Background: an optimization exercise with open tools, aiming at small area. Do not read the settings as production practice.
Only simulation tests tie the RTL to the original design; equivalence was not proved.
Power is estimated from default activity; no workload was simulated.

==> 03-15 <==
## simpleos_core
module simpleos_core (
    input  wire        clk,
    input  wire        rst,           
    output wire        mem_req,
    output wire        mem_we,
    output wire [10:0] mem_addr,
    output wire [31:0] mem_wdata,
    input  wire        mem_ack,
    input  wire [31:0] mem_rdata,
    input  wire [6:0]  rnd_value,
    output wire        rnd_take,
    output wire        out_valid,
    output wire [1:0]  out_port,
    output wire [31:0] out_data,
    output wire        anom_valid,
    output wire [31:0] anom_pc,
    output wire [31:0] anom_op,
    output wire        halted,
    output wire [1:0]  halt_code,     
    output wire [31:0] halt_addr,
    output wire [31:0] reg_ac,
    output wire [31:0] reg_x,
    output wire [31:0] reg_y,
    output wire [31:0] reg_sp,
    output wire [31:0] reg_pc,
    output wire [31:0] reg_ir,
    output wire        reg_mode       
);
==> flow/config.mk <==
export PLATFORM = sky130hd
export DESIGN_NAME = simpleos_core
export DESIGN_NICKNAME = simpleos_core
export VERILOG_FILES = /design/flow/design.v
export SDC_FILE = /design/flow/constraint.sdc
export NUM_CORES = 4
export LEC_CHECK = 0
export CAP_MARGIN = 20
export CORE_MARGIN = 2
export CORE_UTILIZATION = 40
export PLACE_DENSITY = 0.6
export SLEW_MARGIN = 20
==> flow/constraint.sdc <==
create_clock -name core_clock -period 7.0 [get_ports {clk}]
set_input_delay 1.4000 -clock core_clock [delete_from_list [all_inputs] [get_ports {clk}]]
set_output_delay 1.4000 -clock core_clock [all_outputs]
set_load 0.01 [all_outputs]
standard.sh (not shown) runs the stock make flow with config.mk's settings and CLKGATE_MAP_FILE= SYNTH_SCRIPT=/design/flow/synth_recipe.tcl, a recipe that flattens the netlist after the stock synthesis.
==> flow/flow/run.sh <==
#!/bin/bash
# The standard ORFS layout with two changes that only pick smaller cells:
#  - every port gets the smallest buffer (buf_1) instead of the delay-cell
#    buffer buffer_ports picks by default;
#  - the clock tree uses clkbuf_8 in clusters of up to 14 sinks, without
#    dummy loads.
set -euo pipefail
export BUFFER_PORTS_ARGS="-buffer_cell sky130_fd_sc_hd__buf_1"
export CTS_ARGS="-sink_clustering_enable -repair_clock_nets -dont_use_dummy_load -buf_list sky130_fd_sc_hd__clkbuf_8 -sink_clustering_size 14 -sink_clustering_max_diameter 80"
bash standard.sh > standard.log 2>&1
==> inputs of 11-08, as changes to 03-15 <==
--- a/flow/design.v
+++ b/flow/design.v
@@ -37,29 +37,29 @@
                      S_E1    = 5'd8,
                      S_E2    = 5'd9,
                      S_E3    = 5'd10,
                      S_E4    = 5'd11,
                      S_C0    = 5'd12,   
                      S_C1    = 5'd13,   
                      S_C2    = 5'd14,   
                      S_C3    = 5'd15,   
-                     S_C4    = 5'd16,   
+                     S_F1C   = 5'd16,   
                      S_HEND  = 5'd17,   
                      S_CF1   = 5'd18,   
                      S_CF2   = 5'd19,   
                      S_HALT0 = 5'd28,
                      S_HALT1 = 5'd29,
                      S_HALT2 = 5'd30;
     localparam B_AC = 0, B_SP = 1, B_PC = 2, B_IR = 3, B_T = 4, B_RD = 5, B_K = 6;
     reg  [4:0]  st;
     reg  [1:0]  sg;           
     reg  [31:0] ac, x, y, sp, pc, ir, t;
     reg         mode;
-    reg         c1, c2;       
+    reg         c1, c2, c3;   
     wire [4:0] op       = ir[4:0];
     wire       hi0      = (ir[31:6] == 26'd0);
     wire       is_end   = hi0 && (ir[5:0] == 6'd50);
     wire       is_valid = hi0 && !ir[5] && (op != 5'd0) && (op != 5'd31);
     wire       has_opr  = (op >= 5'd1 && op <= 5'd5) || op == 5'd7 || op == 5'd9 ||
                           (op >= 5'd20 && op <= 5'd23);
     wire       ac_zero  = (ac == 32'd0);
     wire       t_big    = (t[30:11] != 20'd0);
@@ -225,43 +225,43 @@
                 bs[B_SP] = 1'b1; inva = 1'b1; add = 1'b1; we_sp = 1'b1; we_t = 1'b1;
                 nst = S_C2;
             end
             S_C2: begin
                 acc = 1'b1; wr = 1'b1; bs[B_PC] = 1'b1;
                 if (mem_ack) nst = S_C3;
             end
             S_C3: begin
-                bs[B_IR] = 1'b1; cp = 1'b1; we_pc = 1'b1;
-                nst = S_C4;
+                bs[B_IR] = 1'b1; cp = 1'b1; we_pc = 1'b1; we_t = 1'b1;
+                nst = S_F1C;
             end
-            S_C4: begin
-                bs[B_K] = 1'b1; ks = 3'd6; cp = 1'b1; we_ir = 1'b1;
-                nst = S_F0;
+            S_F1C: begin
+                acc = 1'b1; bs[B_RD] = 1'b1; cp = 1'b1; we_ir = mem_ack;
+                if (mem_ack) nst = S_F2;
             end
             S_CF1, S_CF2: begin
                 bs[B_K] = 1'b1; ks = 3'd6; cp = 1'b1; we_ir = 1'b1;
                 nst = st[0] ? S_HALT2 : S_HALT1;
             end
             S_HEND: begin
                 bs[B_K] = 1'b1; cp = 1'b1; we_t = 1'b1;
                 nst = S_HALT0;
             end
             default: ;    
         endcase
         if (acc && fault) begin
             we_ac = 1'b0; we_x = 1'b0; we_y = 1'b0; we_sp = 1'b0;
             we_pc = 1'b0; we_t = 1'b0; set_user = 1'b0;
             we_ir = 1'b0;
-            if (st == S_C2)
+            if (st == S_C2 || st == S_F1C)
                 nst = priv_f ? S_CF1 : S_CF2;
             else
                 nst = priv_f ? S_HALT1 : S_HALT2;
         end
-        if (add && sg != 2'd2) nst = st;
+        if (add && sg != 2'd3) nst = st;
     end
     reg [10:0] kval;
     always @(*) begin
         case (ks)
             3'd1:    kval = 11'd1000;
             3'd2:    kval = 11'd1500;
             3'd3:    kval = 11'd1998;
             3'd4:    kval = 11'd1999;
@@ -275,56 +275,61 @@
                        {21'd0, {11{bs[B_K]}} & kval};
     wire [31:0] aval = (({32{ax}} & x) | ({32{ay}} & y)) ^ {32{inva}};
     wire [32:0] cy;
     wire [31:0] sum;
     assign cy[0]  = cin;
     genvar i;
     generate
         for (i = 0; i < 32; i = i + 1) begin : g_add
-            wire ci = (i == 11) ? (c1 & add) : (i == 22) ? (c2 & add) : cy[i];
+            wire ci = (i == 8) ? (c1 & add) : (i == 16) ? (c2 & add) : (i == 24) ? (c3 & add) : cy[i];
             assign sum[i]  = aval[i] ^ bval[i] ^ ci;
             assign cy[i+1] = (aval[i] & bval[i]) | (ci & (aval[i] ^ bval[i]));
         end
     endgenerate
     wire [31:0] z = sum;
     wire s0 = !add || sg == 2'd0;
     wire s1 = !add || sg == 2'd1;
     wire s2 = !add || sg == 2'd2;
+    wire s3 = !add || sg == 2'd3;
     always @(posedge clk) begin
-        c1 <= cy[11];
-        c2 <= cy[22];
-        if (we_ac && s0) ac[10:0]  <= z[10:0];
-        if (we_ac && s1) ac[21:11] <= z[21:11];
-        if (we_ac && s2) ac[31:22] <= z[31:22];
-        if (we_x  && s0) x[10:0]   <= z[10:0];
-        if (we_x  && s1) x[21:11]  <= z[21:11];
-        if (we_x  && s2) x[31:22]  <= z[31:22];
-        if (we_y  && s0) y[10:0]   <= z[10:0];
-        if (we_y  && s1) y[21:11]  <= z[21:11];
-        if (we_y  && s2) y[31:22]  <= z[31:22];
-        if (we_sp && s0) sp[10:0]  <= z[10:0];
-        if (we_sp && s1) sp[21:11] <= z[21:11];
-        if (we_sp && s2) sp[31:22] <= z[31:22];
-        if (we_pc && s0) pc[10:0]  <= z[10:0];
-        if (we_pc && s1) pc[21:11] <= z[21:11];
-        if (we_pc && s2) pc[31:22] <= z[31:22];
+        c1 <= cy[8];
+        c2 <= cy[16];
+        c3 <= cy[24];
+        if (we_ac && s0) ac[7:0] <= z[7:0];
+        if (we_ac && s1) ac[15:8] <= z[15:8];
+        if (we_ac && s2) ac[23:16] <= z[23:16];
+        if (we_ac && s3) ac[31:24] <= z[31:24];
+        if (we_x && s0) x[7:0] <= z[7:0];
+        if (we_x && s1) x[15:8] <= z[15:8];
+        if (we_x && s2) x[23:16] <= z[23:16];
+        if (we_x && s3) x[31:24] <= z[31:24];
+        if (we_y) y <= z;
+        if (we_sp && s0) sp[7:0] <= z[7:0];
+        if (we_sp && s1) sp[15:8] <= z[15:8];
+        if (we_sp && s2) sp[23:16] <= z[23:16];
+        if (we_sp && s3) sp[31:24] <= z[31:24];
+        if (we_pc && s0) pc[7:0] <= z[7:0];
+        if (we_pc && s1) pc[15:8] <= z[15:8];
+        if (we_pc && s2) pc[23:16] <= z[23:16];
+        if (we_pc && s3) pc[31:24] <= z[31:24];
         if (we_ir) ir <= z;
-        if (we_t  && s0) t[10:0]   <= z[10:0];
-        if (we_t  && s1) t[21:11]  <= z[21:11];
-        if (we_t  && s2) t[31:22]  <= z[31:22];
+        if (we_t && s0) t[7:0] <= z[7:0];
+        if (we_t && s1) t[15:8] <= z[15:8];
+        if (we_t && s2) t[23:16] <= z[23:16];
+        if (we_t && s3) t[31:24] <= z[31:24];
     end
     always @(posedge clk) begin
         if (rst) begin
             st   <= S_INIT0;
             sg   <= 2'd0;
             mode <= 1'b0;
         end else begin
             st <= nst;
-            sg <= (add && sg != 2'd2) ? sg + 2'd1 : 2'd0;
+            sg <= add ? sg + 2'd1 : 2'd0;
             if (set_kern) mode <= 1'b1;
             if (set_user) mode <= 1'b0;
         end
     end
     assign mem_req   = acc && !fault;
     assign mem_we    = wr;
     assign mem_addr  = t[10:0];
     assign mem_wdata = bval;
==> flow/flow/run.sh (replaced) <==
#!/bin/bash
# The standard ORFS layout with changes that only pick smaller cells:
#  - every port gets the smallest buffer (buf_1) instead of the delay-cell
#    buffer buffer_ports picks by default;
#  - the clock tree uses clkbuf_8 in clusters of up to 18 sinks, without
#    dummy loads;
#  - after global routing, ORFS's power recovery downsizes gates that have
#    slack to spare, and flow/post_grt.tcl then repairs any slew or
#    capacitance limit that broke.
# Each tool's output is in standard.log and under orfs/logs.
set -euo pipefail
export BUFFER_PORTS_ARGS="-buffer_cell sky130_fd_sc_hd__buf_1"
export CTS_ARGS="-sink_clustering_enable -repair_clock_nets -dont_use_dummy_load -buf_list sky130_fd_sc_hd__clkbuf_8 -sink_clustering_size 18 -sink_clustering_max_diameter 80"
# downsize gates that have slack to spare, then repair what that breaks
export RECOVER_POWER=100
export POST_GLOBAL_ROUTE_TCL="$PWD/flow/post_grt.tcl"
bash standard.sh > standard.log 2>&1
==> flow/flow/post_grt.tcl (new file) <==
# After ORFS's power recovery (which downsizes gates off the critical paths),
# repair any slew or capacitance limit the downsizing broke, then re-route
# the nets that changed.
global_route -start_incremental
repair_design_helper
detailed_placement
global_route -end_incremental
estimate_parasitics -global_routing
report_check_types -max_slew -max_capacitance -violators
report_worst_slack -max
- CORE_UTILIZATION: 40 -> 50
- PLACE_DENSITY: 0.6 -> 0.65
==> inputs of 02-14, as changes to 03-15 <==
--- a/flow/design.v
+++ b/flow/design.v
@@ -37,29 +37,29 @@
                      S_E1    = 5'd8,
                      S_E2    = 5'd9,
                      S_E3    = 5'd10,
                      S_E4    = 5'd11,
                      S_C0    = 5'd12,   
                      S_C1    = 5'd13,   
                      S_C2    = 5'd14,   
                      S_C3    = 5'd15,   
-                     S_C4    = 5'd16,   
+                     S_F1C   = 5'd16,   
                      S_HEND  = 5'd17,   
                      S_CF1   = 5'd18,   
                      S_CF2   = 5'd19,   
                      S_HALT0 = 5'd28,
                      S_HALT1 = 5'd29,
                      S_HALT2 = 5'd30;
     localparam B_AC = 0, B_SP = 1, B_PC = 2, B_IR = 3, B_T = 4, B_RD = 5, B_K = 6;
     reg  [4:0]  st;
     reg  [1:0]  sg;           
     reg  [31:0] ac, x, y, sp, pc, ir, t;
     reg         mode;
-    reg         c1, c2;       
+    reg         c1, c2, c3;   
     wire [4:0] op       = ir[4:0];
     wire       hi0      = (ir[31:6] == 26'd0);
     wire       is_end   = hi0 && (ir[5:0] == 6'd50);
     wire       is_valid = hi0 && !ir[5] && (op != 5'd0) && (op != 5'd31);
     wire       has_opr  = (op >= 5'd1 && op <= 5'd5) || op == 5'd7 || op == 5'd9 ||
                           (op >= 5'd20 && op <= 5'd23);
     wire       ac_zero  = (ac == 32'd0);
     wire       t_big    = (t[30:11] != 20'd0);
@@ -225,43 +225,43 @@
                 bs[B_SP] = 1'b1; inva = 1'b1; add = 1'b1; we_sp = 1'b1; we_t = 1'b1;
                 nst = S_C2;
             end
             S_C2: begin
                 acc = 1'b1; wr = 1'b1; bs[B_PC] = 1'b1;
                 if (mem_ack) nst = S_C3;
             end
             S_C3: begin
-                bs[B_IR] = 1'b1; cp = 1'b1; we_pc = 1'b1;
-                nst = S_C4;
+                bs[B_IR] = 1'b1; cp = 1'b1; we_pc = 1'b1; we_t = 1'b1;
+                nst = S_F1C;
             end
-            S_C4: begin
-                bs[B_K] = 1'b1; ks = 3'd6; cp = 1'b1; we_ir = 1'b1;
-                nst = S_F0;
+            S_F1C: begin
+                acc = 1'b1; bs[B_RD] = 1'b1; cp = 1'b1; we_ir = mem_ack;
+                if (mem_ack) nst = S_F2;
             end
             S_CF1, S_CF2: begin
                 bs[B_K] = 1'b1; ks = 3'd6; cp = 1'b1; we_ir = 1'b1;
                 nst = st[0] ? S_HALT2 : S_HALT1;
             end
             S_HEND: begin
                 bs[B_K] = 1'b1; cp = 1'b1; we_t = 1'b1;
                 nst = S_HALT0;
             end
             default: ;    
         endcase
         if (acc && fault) begin
             we_ac = 1'b0; we_x = 1'b0; we_y = 1'b0; we_sp = 1'b0;
             we_pc = 1'b0; we_t = 1'b0; set_user = 1'b0;
             we_ir = 1'b0;
-            if (st == S_C2)
+            if (st == S_C2 || st == S_F1C)
                 nst = priv_f ? S_CF1 : S_CF2;
             else
                 nst = priv_f ? S_HALT1 : S_HALT2;
         end
-        if (add && sg != 2'd2) nst = st;
+        if (add && sg != 2'd3) nst = st;
     end
     reg [10:0] kval;
     always @(*) begin
         case (ks)
             3'd1:    kval = 11'd1000;
             3'd2:    kval = 11'd1500;
             3'd3:    kval = 11'd1998;
             3'd4:    kval = 11'd1999;
@@ -275,56 +275,61 @@
                        {21'd0, {11{bs[B_K]}} & kval};
     wire [31:0] aval = (({32{ax}} & x) | ({32{ay}} & y)) ^ {32{inva}};
     wire [32:0] cy;
     wire [31:0] sum;
     assign cy[0]  = cin;
     genvar i;
     generate
         for (i = 0; i < 32; i = i + 1) begin : g_add
-            wire ci = (i == 11) ? (c1 & add) : (i == 22) ? (c2 & add) : cy[i];
+            wire ci = (i == 8) ? (c1 & add) : (i == 16) ? (c2 & add) : (i == 24) ? (c3 & add) : cy[i];
             assign sum[i]  = aval[i] ^ bval[i] ^ ci;
             assign cy[i+1] = (aval[i] & bval[i]) | (ci & (aval[i] ^ bval[i]));
         end
     endgenerate
     wire [31:0] z = sum;
     wire s0 = !add || sg == 2'd0;
     wire s1 = !add || sg == 2'd1;
     wire s2 = !add || sg == 2'd2;
+    wire s3 = !add || sg == 2'd3;
     always @(posedge clk) begin
-        c1 <= cy[11];
-        c2 <= cy[22];
-        if (we_ac && s0) ac[10:0]  <= z[10:0];
-        if (we_ac && s1) ac[21:11] <= z[21:11];
-        if (we_ac && s2) ac[31:22] <= z[31:22];
-        if (we_x  && s0) x[10:0]   <= z[10:0];
-        if (we_x  && s1) x[21:11]  <= z[21:11];
-        if (we_x  && s2) x[31:22]  <= z[31:22];
-        if (we_y  && s0) y[10:0]   <= z[10:0];
-        if (we_y  && s1) y[21:11]  <= z[21:11];
-        if (we_y  && s2) y[31:22]  <= z[31:22];
-        if (we_sp && s0) sp[10:0]  <= z[10:0];
-        if (we_sp && s1) sp[21:11] <= z[21:11];
-        if (we_sp && s2) sp[31:22] <= z[31:22];
-        if (we_pc && s0) pc[10:0]  <= z[10:0];
-        if (we_pc && s1) pc[21:11] <= z[21:11];
-        if (we_pc && s2) pc[31:22] <= z[31:22];
+        c1 <= cy[8];
+        c2 <= cy[16];
+        c3 <= cy[24];
+        if (we_ac && s0) ac[7:0] <= z[7:0];
+        if (we_ac && s1) ac[15:8] <= z[15:8];
+        if (we_ac && s2) ac[23:16] <= z[23:16];
+        if (we_ac && s3) ac[31:24] <= z[31:24];
+        if (we_x && s0) x[7:0] <= z[7:0];
+        if (we_x && s1) x[15:8] <= z[15:8];
+        if (we_x && s2) x[23:16] <= z[23:16];
+        if (we_x && s3) x[31:24] <= z[31:24];
+        if (we_y) y <= z;
+        if (we_sp && s0) sp[7:0] <= z[7:0];
+        if (we_sp && s1) sp[15:8] <= z[15:8];
+        if (we_sp && s2) sp[23:16] <= z[23:16];
+        if (we_sp && s3) sp[31:24] <= z[31:24];
+        if (we_pc && s0) pc[7:0] <= z[7:0];
+        if (we_pc && s1) pc[15:8] <= z[15:8];
+        if (we_pc && s2) pc[23:16] <= z[23:16];
+        if (we_pc && s3) pc[31:24] <= z[31:24];
         if (we_ir) ir <= z;
-        if (we_t  && s0) t[10:0]   <= z[10:0];
-        if (we_t  && s1) t[21:11]  <= z[21:11];
-        if (we_t  && s2) t[31:22]  <= z[31:22];
+        if (we_t && s0) t[7:0] <= z[7:0];
+        if (we_t && s1) t[15:8] <= z[15:8];
+        if (we_t && s2) t[23:16] <= z[23:16];
+        if (we_t && s3) t[31:24] <= z[31:24];
     end
     always @(posedge clk) begin
         if (rst) begin
             st   <= S_INIT0;
             sg   <= 2'd0;
             mode <= 1'b0;
         end else begin
             st <= nst;
-            sg <= (add && sg != 2'd2) ? sg + 2'd1 : 2'd0;
+            sg <= add ? sg + 2'd1 : 2'd0;
             if (set_kern) mode <= 1'b1;
             if (set_user) mode <= 1'b0;
         end
     end
     assign mem_req   = acc && !fault;
     assign mem_we    = wr;
     assign mem_addr  = t[10:0];
     assign mem_wdata = bval;
==> flow/flow/run.sh (replaced) <==
#!/bin/bash
# The standard ORFS layout with two changes that only pick smaller cells:
#  - every port gets the smallest buffer (buf_1) instead of the delay-cell
#    buffer buffer_ports picks by default;
#  - the clock tree uses clkbuf_8 in clusters of up to 18 sinks, without
#    dummy loads.
set -euo pipefail
export BUFFER_PORTS_ARGS="-buffer_cell sky130_fd_sc_hd__buf_1"
export CTS_ARGS="-sink_clustering_enable -repair_clock_nets -dont_use_dummy_load -buf_list sky130_fd_sc_hd__clkbuf_8 -sink_clustering_size 18 -sink_clustering_max_diameter 80"
bash standard.sh > standard.log 2>&1
- CORE_UTILIZATION: 40 -> 50
- PLACE_DENSITY: 0.6 -> 0.65
==> qor summary <==
|  | 02-14 | 03-15 | 11-08 |
|---|---|---|---|
| Result of the run | complete, no violations | complete, no violations | complete, no violations |
| Worst setup endpoint | ir[15] | t[21] | x[7] |
| Ant diodes | 0 | 1 | 0 |
| Part of the total power dissipated in sequential elements | 45.0% | 44.8% | 45.2% |
| Dpl hpwl | 36660 um | 38570 um | 36660 um |
| P per Cell Area | 538.8 mW/mm2 | 522.2 mW/mm2 | 539.3 mW/mm2 |
| Xor-xnor portion of the synthesized cell area | 2.527% | 2.664% | 2.527% |
| Fraction of standard cell area in multi-input logic | 32.22% | 30.36% | 31.95% |
| Via count of the first global-routing pass | 9708 | 10010 | 9708 |
| Min Clock Period, post-route | 6.249 ns | 6.770 ns | 6.465 ns |
| Cell area after synthesis | 0.01282 mm2 | 0.01249 mm2 | 0.01282 mm2 |
| Peak Freq | 160.0 MHz | 147.7 MHz | 154.7 MHz |
| Max Fanout on Critical Path | 31 | 8 | 15 |
| Internal power | 3.933 mW | 3.923 mW | 3.919 mW |
| Mux contribution to synthesized area | 0.1561% | 0.2404% | 0.1561% |

==> re-timing with driven ports <==
How much do the figures lean on ideal ports? The routed layouts below were timed once more, with nothing changed but the port constraints.
Step 1, drivers: a clkbuf_16 drives clk and a buf_2 each remaining input, both assumed.
Step 2, shift: input delay + t, output delay - t, t = (earliest + latest rising clock arrival at the registers) / 2. This alone moves slack from input paths to output paths.
a / b / c = no drivers / after step 1 / after step 2; a / b = the first two.
| run | shift t [ns] | setup WS [ns] | hold slack, ns | latest minus earliest clock arrival (ns) |
|---|---|---|---|---|
| 03-15 | 0.582 | 0.230 / 0.230 / 0.230 | 0.475 / 0.475 / 0.475 | 0.102 / 0.102 |
| 11-08 | 0.543 | 0.535 / 0.535 / 0.535 | 0.514 / 0.514 / 0.514 | 0.109 / 0.109 |
| 02-14 | 0.541 | 0.751 / 0.751 / 0.751 | 0.512 / 0.512 / 0.512 | 0.109 / 0.108 |
After both steps every run listed still meets setup and hold.
